This is an optimization exercise on Yosys and OpenROAD, whose aim is small area, a short achievable clock period and few clock cycles per item, not a production implementation.
No run shown here included a check of the RTL's function; only the layout flow was run.
No activity file was given, so power comes from the tool's default toggle rates.

## flow/standard.sh

```bash
#!/bin/bash
# synth_recipe.tcl (not shown) runs the flow's synth.tcl, then flattens the netlist and writes it again
# the make line also repeats each setting of config.mk as NAME=value (left out here)
make -C /OpenROAD-flow-scripts/flow DESIGN_CONFIG=/design/flow/config.mk WORK_HOME=/design/flow/orfs CLKGATE_MAP_FILE= SYNTH_SCRIPT=/design/flow/synth_recipe.tcl "${@:-finish}"
```

## flow/config.mk

```make
export PLATFORM = sky130hd
export DESIGN_NAME = sleipnir_fr
export DESIGN_NICKNAME = sleipnir_fr
export VERILOG_FILES = /design/flow/design.v
export SDC_FILE = /design/flow/constraint.sdc
export NUM_CORES = 4
export LEC_CHECK = 0
export CAP_MARGIN = 20
export CORE_MARGIN = 2
export CORE_UTILIZATION = 45
export CTS_BUF_LIST = sky130_fd_sc_hd__clkbuf_16
export CTS_CLUSTER_DIAMETER = 100
export CTS_CLUSTER_SIZE = 25
export PLACE_DENSITY = 0.6
export SETUP_SLACK_MARGIN = 1.5
export SLEW_MARGIN = 20
```

## flow/flow/run.sh

```bash
#!/bin/bash
# The standard layout (standard.sh), with port buffers of buf_1 cells
# instead of the default delay-cell buffers (clkdlybuf4s50_1), which are
# larger and slower.  Every other step, and the SDC, are the standard flow's.
set -euo pipefail
export BUFFER_PORTS_ARGS="-buffer_cell sky130_fd_sc_hd__buf_1"
bash standard.sh > standard.log 2>&1
```

## flow/design.v

```verilog
module sleipnir_fr (
    input  wire         clk,
    input  wire         rst,           
    input  wire         in_valid,
    input  wire [7:0]   in_data,
    output wire         in_ready,
    output reg          ev_valid,
    output reg  [2:0]   ev_code,
    output reg  [4:0]   ev_skip,
    output reg  [4:0]   ev_len,
    output wire [199:0] ev_payload
);
    reg [255:0] pbuf_n;
    wire [255:0] pbuf = ~pbuf_n;
    reg [24:0] mk_n;     
    reg [7:0] inq;       
    reg       inq_v;
    reg       rdy;       
    reg       hold;      
    reg [5:0] n;         
    reg [5:0] w;         
    reg [7:0] xr;        
    reg       last_a0;   
    reg       last_0d;   
    reg       pend;      
    reg       rpl;       
    reg [4:0] rp;        
    reg [4:0] rend;      
    reg [5:0] dz;        
    reg       frz;       
    assign in_ready = rdy;
    integer k;
    wire accept = in_valid & ~hold;
    reg       p2z, p2a0;
    reg [4:0] p3v;
    reg       p3a0, p3a1;
    wire [7:0] rbyte = pbuf[{rp, 3'b000} +: 8];
    wire pre23 = p2a0 & p3a1;
    wire       full_dead = (n == 6'd32) && (w == 6'd32);
    wire       proc  = rpl | (inq_v & ~full_dead);
    wire       start = ~rpl & inq_v & full_dead;
    wire [7:0] c     = rpl ? rbyte : inq;
    wire s_empty = (w == 6'd0);
    wire evict   = (n == 6'd32);           
    wire [5:0] n_inc = evict ? n : n + 6'd1;
    wire is_a1 = (c == 8'hA1);
    wire is_0a = (c == 8'h0A);
    wire new_pre = s_empty & last_a0 & (n != 6'd0) & is_a1;
    wire [5:0] need = {1'b0, p3v} + 6'd6;
    wire trl = ~frz & ~s_empty & last_0d & is_0a & p2z & (w >= need);
    wire [5:0] dz_aft  = dz - {5'd0, evict & (dz != 6'd0)};
    wire       dz_left = (dz_aft != 6'd0);
    wire       thaw = proc & ~start & frz & ~dz_left;
    wire       dead_in = ~rpl & ~frz & (dz == 6'd0) & (w == 6'd3) &
                         (~p2z | (c[7:5] != 3'd0) | (c[4:0] > 5'd25));
    wire       pre_in  = p2a0 & is_a1;     
    wire [4:0] v  = frz ? rp - 5'd1 : w[4:0];
    wire [7:0] x  = xr ^ 8'h0D;
    wire [4:0] m  = v - 5'd6;
    wire [7:0] p0 = pbuf[8*4 +: 8];
    reg  [2:0] code;
    always @* begin
        if (x != 8'd0)          code = 3'd0;
        else if (m == 5'd0)     code = 3'd1;
        else if (p0 == 8'h83)   code = 3'd2;
        else if (p0 == 8'h84)   code = 3'd3;
        else                    code = 3'd4;
    end
    reg [5:0] n_nx, w_nx, dz_nx;
    reg       rpl_nx, inq_v_nx, frz_nx;
    always @* begin
        n_nx = n;
        w_nx = w;
        dz_nx = dz;
        frz_nx = frz;
        rpl_nx = rpl;
        if (start) begin
            n_nx = 6'd3;         
            w_nx = pre23 ? 6'd2 : 6'd0;
            rpl_nx = 1'b1;
        end else if (proc) begin
            dz_nx = dz_aft;
            if (frz) begin
                n_nx = n_inc;
                w_nx = w + 6'd1;
                if (thaw) begin
                    n_nx = 6'd0;
                    w_nx = 6'd0;
                    frz_nx = 1'b0;
                    rpl_nx = 1'b1;
                end
            end else if (s_empty) begin
                n_nx = n_inc;
                if (new_pre) w_nx = 6'd2;
            end else if (trl & ~dz_left) begin
                n_nx = 6'd0;
                w_nx = 6'd0;
            end else if (trl) begin
                n_nx = n_inc;
                w_nx = w + 6'd1;
                frz_nx = 1'b1;
            end else if (dead_in) begin
                n_nx = n_inc;
                w_nx = pre_in ? 6'd2 : 6'd0;
                dz_nx = n_inc - 6'd3;
            end else begin
                n_nx = n_inc;
                w_nx = w + 6'd1;
            end
            if (rpl && rp == rend) rpl_nx = 1'b0;
        end
        inq_v_nx = (inq_v & ~(proc & ~rpl)) | accept;
    end
    always @(posedge clk) begin
        if (rst) begin
            inq_v    <= 1'b0;
            rdy      <= 1'b1;
            hold     <= 1'b0;
            n        <= 6'd0;
            w        <= 6'd0;
            last_a0  <= 1'b0;
            pend     <= 1'b0;
            rpl      <= 1'b0;
            dz       <= 6'd0;
            frz      <= 1'b0;
            ev_valid <= 1'b0;
        end else begin
            dz    <= dz_nx;
            frz   <= frz_nx;
            n     <= n_nx;
            w     <= w_nx;
            rpl   <= rpl_nx;
            inq_v <= inq_v_nx;
            rdy   <= ~(rpl_nx | (inq_v_nx & (n_nx == 6'd32) & (w_nx == 6'd32)));
            hold  <=   rpl_nx | (inq_v_nx & (n_nx == 6'd32) & (w_nx == 6'd32));
            ev_valid <= 1'b0;
            if (start) begin
                last_a0 <= p3a0;
                last_0d <= 1'b0;
                rp      <= 5'd4;
                rend    <= 5'd31;
            end else if (proc) begin
                if (rpl) rp <= rp + 5'd1;
                if (pend) begin
                    ev_valid <= 1'b1;
                    pend     <= 1'b0;
                end
                if (frz) begin
                    if (thaw) begin
                        ev_valid <= 1'b1;
                        rend     <= w[4:0];
                        last_a0  <= 1'b0;
                    end
                end else if (s_empty) begin
                    last_a0 <= (c == 8'hA0);
                    xr      <= 8'd0;
                    last_0d <= 1'b0;
                end else if (trl & ~dz_left) begin
                    last_a0 <= 1'b0;
                    if (n >= 6'd7) ev_valid <= 1'b1;
                    else           pend     <= 1'b1;
                end else if (trl) begin
                    rp <= w[4:0] + 5'd1;       
                end else if (dead_in) begin
                    last_a0 <= (c == 8'hA0) & ~pre_in;
                    last_0d <= 1'b0;
                end else begin
                    last_0d <= (c == 8'h0D);
                    xr      <= (w < 6'd4) ? 8'd0 : (xr ^ c);
                end
            end
        end
        if (~hold) inq <= in_data;
    end
    always @(posedge clk) begin
        ev_code <= pend ? {2'b00, x == 8'd0} : code;
        ev_skip <= pend ? 5'd0 : n_inc[4:0] - w[4:0] - 5'd1;
        ev_len  <= pend ? 5'd0 : m;
    end
    always @(posedge clk) begin
        for (k = 0; k < 25; k = k + 1)
            mk_n[k] <= ~(((proc & ~start & ~s_empty & trl & ~dz_left & (n >= 6'd7)) | thaw) & (k < m));
    end
    genvar j;
    generate
        for (j = 4; j < 32; j = j + 1) begin : g_buf
            always @(posedge clk)
                if (proc && w == j)
                    pbuf_n[8*j +: 8] <= ~c;
        end
    endgenerate
    always @(posedge clk) pbuf_n[31:0] <= 32'hFFFFFFFF;
    always @(posedge clk) begin
        if (proc && w == 6'd2) begin
            p2z  <= (c == 8'h00);
            p2a0 <= (c == 8'hA0);
        end
        if (proc && w == 6'd3) begin
            p3v  <= (c[7:5] == 3'd0) ? c[4:0] : 5'd31;
            p3a0 <= (c == 8'hA0);
            p3a1 <= (c == 8'hA1);
        end
    end
    generate
        for (j = 0; j < 25; j = j + 1) begin : g_pay
            assign ev_payload[8*j +: 8] = ~(pbuf_n[8*(j+4) +: 8] | {8{mk_n[j]}});
        end
    endgenerate
endmodule
```

## flow/constraint.sdc

```tcl
create_clock -name core_clock -period 20.0 [get_ports {clk}]
set_input_delay 4.0000 -clock core_clock [delete_from_list [all_inputs] [get_ports {clk}]]
set_output_delay 4.0000 -clock core_clock [all_outputs]
set_load 0.01 [all_outputs]
```

==> run_summary.xml, run 1 <==
<?xml version="1.0" encoding="UTF-8"?>
<metrics>
  <group name="global_route">
    <metric name="grt_pass1_wl" unit="um">65700</metric>
    <metric name="grt_overflow_total" unit="">0</metric>
    <metric name="first_global_vias" unit="">10400</metric>
    <metric name="largest_net_degree_at_the_start_of_global_routing" unit="">57</metric>
    <metric name="initial_antenna_violation_count" unit="">2</metric>
    <metric name="grtUsageTotal" unit="%">25.9</metric>
  </group>
  <group name="job">
    <metric name="drv_cap" unit="">0</metric>
  </group>
  <group name="placement">
    <metric name="globalplace.congestion" unit="">0.897</metric>
    <metric name="dpl.cell_count" unit="">1850</metric>
    <metric name="dp_worst_setup_slack" unit="ps">14720</metric>
    <metric name="dpl_hpwl" unit="um">32400</metric>
    <metric name="portBuffers" unit="">225</metric>
    <metric name="place_area" unit="um2">16100</metric>
  </group>
  <group name="timing">
    <metric name="relSlewSlack" unit="%">28.9</metric>
    <metric name="min_period" unit="ps">5420</metric>
    <metric name="maxClockFrequency" unit="MHz">184</metric>
    <metric name="setup_viol" unit="">0</metric>
    <metric name="timing_worst_slew_pin_value" unit="ps">1060</metric>
    <metric name="finalClockSkew" unit="ps">22.0</metric>
    <metric name="slew_viol_final" unit="">0</metric>
    <metric name="post-route-period-util" unit="%">27.1</metric>
    <metric name="setup_total_negative_slack" unit="ps">0</metric>
    <metric name="setup_ws" unit="ps">14580</metric>
    <metric name="rsz0062_at_grt" unit="">false</metric>
    <metric name="timing.final.hold_violations" unit="">0</metric>
  </group>
  <group name="synthesis">
    <metric name="fraction_of_the_yosys_area_taken_by_sequential_cells" unit="%">60.8</metric>
    <metric name="synth.lib_cells_used.distinct" unit="">81</metric>
    <metric name="synth_warnings" unit="">1</metric>
    <metric name="synth_top_area_share" unit="%">52.2</metric>
    <metric name="mappedNetlistArea" unit="um2">15000</metric>
    <metric name="synth.net_count" unit="">1281</metric>
    <metric name="post_synth_main_area_contributors" unit="">sky130_fd_sc_hd__edfxtp_1 (52%), sky130_fd_sc_hd__dfxtp_1 (8.6%), sky130_fd_sc_hd__nor2_1 (7.5%)</metric>
    <metric name="synthesis.area_per_instance" unit="um2">12.0</metric>
    <metric name="post_synth_top_flop" unit="">sky130_fd_sc_hd__edfxtp_1</metric>
    <metric name="synth-edff-count" unit="">260</metric>
    <metric name="post_synth_inst_count" unit="">1242</metric>
    <metric name="ys_async_sr_fraction" unit="%">0</metric>
    <metric name="ys_ff_latch" unit="">324</metric>
    <metric name="yosys.area.top_type" unit="">sky130_fd_sc_hd__edfxtp_1</metric>
  </group>
  <group name="cts">
    <metric name="clockBufferDepth" unit="">3</metric>
    <metric name="post_cts_hold_buffer_count" unit="">0</metric>
    <metric name="tritoncts" unit="">yes</metric>
    <metric name="tritoncts.num_buffers" unit="">17</metric>
    <metric name="cts_repair_resize_count" unit="">0</metric>
    <metric name="clock_tree.root_cell" unit="">sky130_fd_sc_hd__clkbuf_16</metric>
    <metric name="tritoncts_num_sinks" unit="">324</metric>
    <metric name="cts.reportedPaths.clkPinSlew" unit="ps">100</metric>
    <metric name="insertion_delay" unit="ps">530</metric>
    <metric name="cts.repair_timing.setup_buffer_count" unit="">0</metric>
    <metric name="cts_htree_levels" unit="">1</metric>
  </group>
  <group name="die">
    <metric name="pin_count" unit="">226</metric>
    <metric name="fp-row-count" unit="">66</metric>
    <metric name="floorplan.initialDensity" unit="%">45.8</metric>
    <metric name="die_w" unit="um">186</metric>
    <metric name="fp.dieH" unit="um">186</metric>
    <metric name="core_region_area" unit="um2">32600</metric>
    <metric name="design.die.area" unit="um2">34700</metric>
  </group>
  <group name="critical_path">
    <metric name="r2r_cells" unit="">13</metric>
    <metric name="worstSetupEndpointType" unit="">output port</metric>
    <metric name="cp_slowest_stage_delay" unit="ps">580</metric>
    <metric name="worst_setup_path_start_kind" unit="">flip-flop</metric>
    <metric name="critPathBufInv" unit="">1</metric>
    <metric name="cp_max_delay_cell" unit="">sky130_fd_sc_hd__dfxtp_1</metric>
    <metric name="worst_ep_required_time" unit="ps">16000</metric>
    <metric name="timing.critical_path.cells" unit="">nor2_1, buf_1</metric>
    <metric name="path_class" unit="">reg -&gt; out</metric>
    <metric name="cp_data_arrival_time" unit="ps">1420</metric>
    <metric name="maximum_net_fanout_on_the_critical_path" unit="">8</metric>
    <metric name="path_delay_family" unit="">flip-flops</metric>
    <metric name="crit_cells" unit="">2</metric>
  </group>
  <group name="finish">
    <metric name="final_net_count" unit="">1466</metric>
    <metric name="design_area" unit="um2">16600</metric>
    <metric name="ant_diodes" unit="">0</metric>
    <metric name="fraction_of_layout_instances_using_a_drive_strength_above_1" unit="%">7.58</metric>
    <metric name="utilization" unit="%">51.0</metric>
    <metric name="synthToLayoutAreaGrowth" unit="%">11.2</metric>
    <metric name="filler_cell_count" unit="">2934</metric>
    <metric name="post_layout_nonfiller_instances" unit="">1880</metric>
  </group>
  <group name="drt">
    <metric name="routed_wire_length_per_instance" unit="um">24.4</metric>
    <metric name="drt_drc_violations_left" unit="">0</metric>
    <metric name="vias" unit="">11000</metric>
    <metric name="detail_route.vias_per_cell" unit="">5.84</metric>
    <metric name="route.antenna.remaining_nets" unit="">0</metric>
    <metric name="routed_wirelength" unit="um">45900</metric>
    <metric name="drtIter0Drc" unit="">1139</metric>
    <metric name="detail_route.first_pass.iterations" unit="">6</metric>
  </group>
  <group name="power_and_ir_drop">
    <metric name="power_per_cell_area" unit="nW/um2">71.0</metric>
    <metric name="power.static_leakage" unit="nW">5.58</metric>
    <metric name="peakVddDrop" unit="V">0.0000536</metric>
  </group>
  <group name="hold_path">
    <metric name="hold_path_depth" unit="">2</metric>
    <metric name="timing.hold.worst.class" unit="">reg -&gt; reg</metric>
  </group>
  <group name="run_status">
    <metric name="outcome" unit="">no timing/DRC/antenna violations</metric>
  </group>
</metrics>
==> worst paths after layout <==
path,start,slack (ps),to
max reg2reg,rp[0],15090,hold
max,mk_n[21],14580,ev_payload[169]
min reg2reg,dz[1],500,dz[1]
min,dz[1],500,dz[1]
==> synthesized netlist by cell type, drive strengths merged (19+ instances only) <==
library cell,instances
xor2,19
mux2,21
a21oi,34
nor2,298
nor3,20
ha,27
nand2,58
nand3,27
xnor2,23
mux4,36
inv,31
buf,25
mux2i,25
o21ai,36
clkbuf,51
edfxtp,260
dfxtp,64
==> cell families after synthesis <==
kind of cell | synth area share (%)
buf+inv | 3.24
compound gates | 7.81
flops | 60.8
fa+ha+maj | 2.39
mux | 8.70
xor+xnor | 2.46
simple gates | 14.6
==> registers in the layout, indices dropped and copies added (netlist names), 3 cells and up <==
signal,cells
p3v,5
n,6
inq,8
mk_n,25
ev_code,3
dz,6
ev_len,5
w,6
rp,5
pbuf_n,224
rend,5
xr,8
ev_skip,5
==> placed cells by master (no fill, tap or decap), types with 33 or more instances in the layout <==
master and count:
sky130_fd_sc_hd__nor2_1 296, sky130_fd_sc_hd__edfxtp_1 260, sky130_fd_sc_hd__buf_1 225, sky130_fd_sc_hd__dfxtp_1 64, sky130_fd_sc_hd__nand2_1 58, sky130_fd_sc_hd__inv_1 38
sky130_fd_sc_hd__mux4_2 35, sky130_fd_sc_hd__a21oi_1 34, sky130_fd_sc_hd__o21ai_0 33
==> worst min-delay path, delay by kind of cell (launching register included) <==
family / cells / cell delay [ps]
AO/OA/AOI/OAI: 1 / 60
buffers and inverters: 1 / 80
flip-flops: 1 / 320
==> power by group <==
part	internal [mW]	total [mW]	switching (mW)
logic	0.0201	0.0641	0.0440
clock network	0.161	0.381	0.220
registers	0.731	0.735	0.00388
==> layout make-up <==
class / instances / area, um2 / share of cell area, %
sequential: 324 / 9090 / 54.7
multi-input combinational: 810 / 5390 / 32.4
timing repair buffer: 242 / 972 / 5.85
tap: 442 / 553 / 3.33
clock buffer: 17 / 425 / 2.56
inverter: 32 / 120 / 0.723
clock inverter: 13 / 76.3 / 0.459
==> stage by stage <==
stage          hold slack [ps]  total power [mW]
6_report                   505              1.18
5_1_grt                    529              1.22
4_1_cts                    509              1.18
3_5_place_dp               494             0.813
3_3_place_gp               483             0.813
2_1_floorplan              431             0.789
==> per-layer routing <==
layer | global-route usage [%] | wire (um) | part of all wire [%]
met2 | 43.3 | 22400 | 49
met3 | 3.56 | 3380 | 7.4
met4 | 7.84 | 1350 | 2.9
met5 | 0 | 13 | 0.028
met1 | 35.3 | 18800 | 41
==> run 2, diff against run 1 <==
--- a/flow/design.v
+++ b/flow/design.v
@@ -25,7 +25,6 @@
     reg       pend;      
     reg       rpl;       
     reg [4:0] rp;        
-    reg [4:0] rend;      
     reg [5:0] dz;        
     reg       frz;       
     assign in_ready = rdy;
@@ -49,12 +48,12 @@
     wire [5:0] need = {1'b0, p3v} + 6'd6;
     wire trl = ~frz & ~s_empty & last_0d & is_0a & p2z & (w >= need);
     wire [5:0] dz_aft  = dz - {5'd0, evict & (dz != 6'd0)};
-    wire       dz_left = (dz_aft != 6'd0);
+    wire       dz_left = ~rpl & (dz_aft != 6'd0);
     wire       thaw = proc & ~start & frz & ~dz_left;
     wire       dead_in = ~rpl & ~frz & (dz == 6'd0) & (w == 6'd3) &
-                         (~p2z | (c[7:5] != 3'd0) | (c[4:0] > 5'd25));
-    wire       pre_in  = p2a0 & is_a1;     
-    wire [4:0] v  = frz ? rp - 5'd1 : w[4:0];
+                         (~p2z | (c[7:5] != 3'd0) | (c[4:0] > 5'd25)) &
+                         ~(p2a0 & is_a1) & (c != 8'hA0);
+    wire [4:0] v  = frz ? rp : w[4:0];
     wire [7:0] x  = xr ^ 8'h0D;
     wire [4:0] m  = v - 5'd6;
     wire [7:0] p0 = pbuf[8*4 +: 8];
@@ -78,6 +77,7 @@
             n_nx = 6'd3;         
             w_nx = pre23 ? 6'd2 : 6'd0;
             rpl_nx = 1'b1;
+            dz_nx = 6'd31;
         end else if (proc) begin
             dz_nx = dz_aft;
             if (frz) begin
@@ -88,6 +88,7 @@
                     w_nx = 6'd0;
                     frz_nx = 1'b0;
                     rpl_nx = 1'b1;
+                    dz_nx = w;           
                 end
             end else if (s_empty) begin
                 n_nx = n_inc;
@@ -101,13 +102,16 @@
                 frz_nx = 1'b1;
             end else if (dead_in) begin
                 n_nx = n_inc;
-                w_nx = pre_in ? 6'd2 : 6'd0;
+                w_nx = 6'd0;
                 dz_nx = n_inc - 6'd3;
             end else begin
                 n_nx = n_inc;
                 w_nx = w + 6'd1;
             end
-            if (rpl && rp == rend) rpl_nx = 1'b0;
+            if (rpl && rp == dz[4:0]) begin
+                rpl_nx = 1'b0;
+                dz_nx = 6'd0;
+            end
         end
         inq_v_nx = (inq_v & ~(proc & ~rpl)) | accept;
     end
@@ -138,9 +142,8 @@
                 last_a0 <= p3a0;
                 last_0d <= 1'b0;
                 rp      <= 5'd4;
-                rend    <= 5'd31;
             end else if (proc) begin
-                if (rpl) rp <= rp + 5'd1;
+                if (rpl | thaw) rp <= rp + 5'd1;
                 if (pend) begin
                     ev_valid <= 1'b1;
                     pend     <= 1'b0;
@@ -148,7 +151,6 @@
                 if (frz) begin
                     if (thaw) begin
                         ev_valid <= 1'b1;
-                        rend     <= w[4:0];
                         last_a0  <= 1'b0;
                     end
                 end else if (s_empty) begin
@@ -160,10 +162,9 @@
                     if (n >= 6'd7) ev_valid <= 1'b1;
                     else           pend     <= 1'b1;
                 end else if (trl) begin
-                    rp <= w[4:0] + 5'd1;       
+                    rp <= w[4:0];              
                 end else if (dead_in) begin
-                    last_a0 <= (c == 8'hA0) & ~pre_in;
-                    last_0d <= 1'b0;
+                    last_a0 <= 1'b0;
                 end else begin
                     last_0d <= (c == 8'h0D);
                     xr      <= (w < 6'd4) ? 8'd0 : (xr ^ c);
==> run 2 against run 1 <==
Power shrank 2.9%. Sequential power shrank 2%. Sequential cell count shrank 5. Non-clock buffer count grew 3. Critical endpoint is now ev_payload[32]. Highest routed layer is now met4. Fmax shrank 0.36%. Final cell count grew 0.37%. Via count shrank 1.5%.
==> run_summary.xml, run 2 <==
<?xml version="1.0" encoding="UTF-8"?>
<metrics>
  <group name="cts">
    <metric name="tritoncts" unit="">yes</metric>
    <metric name="insertion_delay" unit="ps">510</metric>
    <metric name="clockBufferDepth" unit="">3</metric>
    <metric name="cts_htree_levels" unit="">1</metric>
    <metric name="cts.repair_timing.setup_buffer_count" unit="">0</metric>
    <metric name="post_cts_hold_buffer_count" unit="">0</metric>
    <metric name="tritoncts.num_buffers" unit="">16</metric>
    <metric name="cts.reportedPaths.clkPinSlew" unit="ps">90</metric>
    <metric name="cts_repair_resize_count" unit="">0</metric>
    <metric name="tritoncts_num_sinks" unit="">319</metric>
    <metric name="clock_tree.root_cell" unit="">sky130_fd_sc_hd__clkbuf_16</metric>
  </group>
  <group name="synthesis">
    <metric name="post_synth_inst_count" unit="">1247</metric>
    <metric name="synthesis.area_per_instance" unit="um2">12.0</metric>
    <metric name="fraction_of_the_yosys_area_taken_by_sequential_cells" unit="%">59.9</metric>
    <metric name="post_synth_main_area_contributors" unit="">sky130_fd_sc_hd__edfxtp_1 (51%), sky130_fd_sc_hd__dfxtp_1 (8.6%), sky130_fd_sc_hd__nor2_1 (8.0%)</metric>
    <metric name="post_synth_top_flop" unit="">sky130_fd_sc_hd__edfxtp_1</metric>
    <metric name="ys_async_sr_fraction" unit="%">0</metric>
    <metric name="yosys.area.top_type" unit="">sky130_fd_sc_hd__edfxtp_1</metric>
    <metric name="synth_top_area_share" unit="%">51.3</metric>
    <metric name="ys_ff_latch" unit="">319</metric>
    <metric name="mappedNetlistArea" unit="um2">14900</metric>
    <metric name="synth_common_cells" unit="">sky130_fd_sc_hd__nor2_1 (318), sky130_fd_sc_hd__edfxtp_1 (255), sky130_fd_sc_hd__dfxtp_1 (64), sky130_fd_sc_hd__nand2_1 (64), sky130_fd_sc_hd__mux2i_1 (50)</metric>
    <metric name="synth.net_count" unit="">1287</metric>
    <metric name="synth_warnings" unit="">1</metric>
    <metric name="synth-edff-count" unit="">255</metric>
    <metric name="synth.lib_cells_used.distinct" unit="">90</metric>
    <metric name="synth.most_common_cell" unit="">sky130_fd_sc_hd__nor2_1</metric>
  </group>
  <group name="finish">
    <metric name="commonest_cells_after_routing_fill_and_taps_aside" unit="">sky130_fd_sc_hd__nor2_1 (317), sky130_fd_sc_hd__edfxtp_1 (255), sky130_fd_sc_hd__buf_1 (225)</metric>
    <metric name="ant_diodes" unit="">0</metric>
    <metric name="filler_cell_count" unit="">2989</metric>
    <metric name="fraction_of_layout_instances_using_a_drive_strength_above_1" unit="%">5.88</metric>
    <metric name="commonest_non_fill_non_tap_cell_in_the_layout" unit="">sky130_fd_sc_hd__nor2_1</metric>
    <metric name="synthToLayoutAreaGrowth" unit="%">10.6</metric>
    <metric name="post_layout_nonfiller_instances" unit="">1887</metric>
    <metric name="top_registers" unit="">pbuf_n: 224 flops, mk_n: 25 flops</metric>
    <metric name="final_net_count" unit="">1475</metric>
    <metric name="multi_input_area" unit="um2">5430</metric>
    <metric name="largest_register_ff_count" unit="">224</metric>
    <metric name="top_register" unit="">pbuf_n</metric>
    <metric name="seqCellArea" unit="um2">8940</metric>
  </group>
  <group name="critical_path">
    <metric name="maximum_net_fanout_on_the_critical_path" unit="">8</metric>
    <metric name="cp_data_arrival_time" unit="ps">1440</metric>
    <metric name="worstSetupEndpointType" unit="">output port</metric>
    <metric name="path_class" unit="">reg -&gt; out</metric>
    <metric name="critical_path.reg2reg.startpoint" unit="">rp[1]</metric>
    <metric name="timing.critical_path.from" unit="">mk_n[4]</metric>
    <metric name="worst-r2r-setup-slack" unit="ps">14760</metric>
    <metric name="worst_setup_path_start_kind" unit="">flip-flop</metric>
    <metric name="worst_ep_required_time" unit="ps">16000</metric>
  </group>
  <group name="drt">
    <metric name="detail_route.first_pass.iterations" unit="">5</metric>
    <metric name="route.antenna.remaining_nets" unit="">0</metric>
    <metric name="detail_route.vias_per_cell" unit="">5.74</metric>
    <metric name="routed_wire_length_per_instance" unit="um">24.2</metric>
    <metric name="vias" unit="">10800</metric>
    <metric name="drtIter0Drc" unit="">1260</metric>
    <metric name="routed_wirelength" unit="um">45600</metric>
    <metric name="drt_drc_violations_left" unit="">0</metric>
  </group>
  <group name="placement">
    <metric name="dpl_hpwl" unit="um">32500</metric>
    <metric name="portBuffers" unit="">225</metric>
    <metric name="dpl.cell_count" unit="">1859</metric>
    <metric name="dp_worst_setup_slack" unit="ps">14620</metric>
    <metric name="globalplace.congestion" unit="">0.921</metric>
  </group>
  <group name="global_route">
    <metric name="first_global_vias" unit="">10200</metric>
    <metric name="grt_pass1_wl" unit="um">65500</metric>
    <metric name="grt_overflow_total" unit="">0</metric>
    <metric name="initial_antenna_violation_count" unit="">1</metric>
    <metric name="grtUsageTotal" unit="%">25.8</metric>
    <metric name="largest_net_degree_at_the_start_of_global_routing" unit="">46</metric>
  </group>
  <group name="die">
    <metric name="fp.dieH" unit="um">186</metric>
    <metric name="design.die.area" unit="um2">34600</metric>
    <metric name="fp-row-count" unit="">66</metric>
    <metric name="die_w" unit="um">186</metric>
    <metric name="pin_count" unit="">226</metric>
    <metric name="core_region_area" unit="um2">32600</metric>
    <metric name="floorplan.initialDensity" unit="%">45.8</metric>
  </group>
  <group name="power_and_ir_drop">
    <metric name="power.static_leakage" unit="nW">5.54</metric>
    <metric name="total_power" unit="mW">1.15</metric>
    <metric name="power_per_cell_area" unit="nW/um2">69.4</metric>
    <metric name="peakVddDrop" unit="V">0.0000629</metric>
  </group>
  <group name="job">
    <metric name="drv_cap" unit="">0</metric>
  </group>
  <group name="hold_path">
    <metric name="hold_path_origin" unit="">last_a0</metric>
    <metric name="timing.hold.worst.class" unit="">reg -&gt; reg</metric>
  </group>
  <group name="timing">
    <metric name="relSlewSlack" unit="%">34.8</metric>
    <metric name="min_period" unit="ps">5440</metric>
    <metric name="setup_total_negative_slack" unit="ps">0</metric>
    <metric name="timing.final.hold_violations" unit="">0</metric>
    <metric name="rsz0062_at_grt" unit="">false</metric>
    <metric name="finalClockSkew" unit="ps">19.2</metric>
    <metric name="slew_viol_final" unit="">0</metric>
    <metric name="setup_ws" unit="ps">14560</metric>
    <metric name="maxClockFrequency" unit="MHz">184</metric>
    <metric name="post-route-period-util" unit="%">27.2</metric>
    <metric name="timing_worst_slew_pin_value" unit="ps">977</metric>
    <metric name="setup_viol" unit="">0</metric>
  </group>
  <group name="run_status">
    <metric name="outcome" unit="">no timing/DRC/antenna violations</metric>
  </group>
</metrics>
-- run 2: cell count changes after synthesis, moves of 8 or more --
cell	delta
sky130_fd_sc_hd__mux4_2	-14
sky130_fd_sc_hd__and3_1	-14
sky130_fd_sc_hd__a21oi_1	+14
sky130_fd_sc_hd__mux4_1	+11
sky130_fd_sc_hd__a22oi_1	-9
sky130_fd_sc_hd__nor2_1	+21
sky130_fd_sc_hd__nand3_1	-9
sky130_fd_sc_hd__mux2_2	-19
sky130_fd_sc_hd__mux2i_1	+25
sky130_fd_sc_hd__nor3_1	-8
sky130_fd_sc_hd__nor2b_1	-8
-- run 2: area by class of cell --
cell class / count / area share, %
clock buffers: 17 / 2.58
multi-input cells: 820 / 32.9
flip-flops and latches: 319 / 54.1
repair buffers: 245 / 6.02
inverters: 33 / 0.750
well taps: 442 / 3.35
clock inverters: 11 / 0.280
-- run 2: cells by family (layout without fill, tap and decap cells) --
kind of cell | count (synthesis) | count (layout) | synth area share, %
DFF | 319 | 319 | 59.9
AOI/OAI and AO/OA | 190 | 190 | 8.99
buffers and inverters | 108 | 306 | 3.86
xor gates and xnor gates | 41 | 41 | 2.41
adders and majority gates | 29 | 29 | 2.48
and+or+nand+nor | 477 | 477 | 13.8
muxes | 83 | 83 | 8.63
-- run 2: path summary, 6_finish.rpt --
check                                       to  cells past startpoint
worst min register to register         last_a0                      2
worst max register to register             rdy                     12
worst min-delay path                   last_a0                      2
worst max-delay path            ev_payload[32]                      2
-- run 2: stage by stage --
stage	util (%)	hold slack, ps	instance area [um2]
6_report	50.6	474	16500
5_1_grt	50.6	500	16500
4_1_cts	50.6	467	16500
3_3_place_gp	49.2	446	16000
2_1_floorplan	-	423	14900
3_5_place_dp	49.2	454	16000
-- run 2: power by group --
group / internal [mW] / switching, mW / total, mW
sequential: 0.719 / 0.00401 / 0.723
combinational: 0.0205 / 0.0425 / 0.0630
clock: 0.156 / 0.204 / 0.360
-- run 2: metal layers --
layer / GRT usage, % / part of all wire [%]
met1: 37.4 / 44
met2: 39.2 / 44
met4: 6.87 / 2.3
met5: 0 / 0
met3: 6.31 / 9.9
-- run 2: worst max-delay path: stages, from the launching register on --
cell and delay [ps]:
sky130_fd_sc_hd__dfxtp_1 610, sky130_fd_sc_hd__nor2_1 160, sky130_fd_sc_hd__buf_1 170

-- afterwards: timing with drivers on the ports --
The results above use ideal ports. As a check the final layouts listed here were re-extracted and re-timed, cells and wires unchanged.
Step 1 (the two cells are an assumption about what drives the block):
set clk [get_ports {clk}]
set_driving_cell -lib_cell sky130_fd_sc_hd__clkbuf_16 $clk
set_driving_cell -lib_cell sky130_fd_sc_hd__buf_2 [delete_from_list [all_inputs] $clk]
Step 2, shift: input delay + t, output delay - t, t = (earliest + latest rising clock arrival at the registers) / 2. This alone moves slack from input paths to output paths.
Slacks: ideal / step 1 / step 2; pairs: ideal / step 1.
| run | t (ns) | slack for setup (ns) | pins driven straight from the clock port |
|---|---|---|---|
| run 1 | 0.567 | 14.576 / 14.525 / 14.736 | 1 |
| run 2 | 0.553 | 14.557 / 14.507 / 14.614 | 1 |
After both steps setup and hold are still met in every run listed.
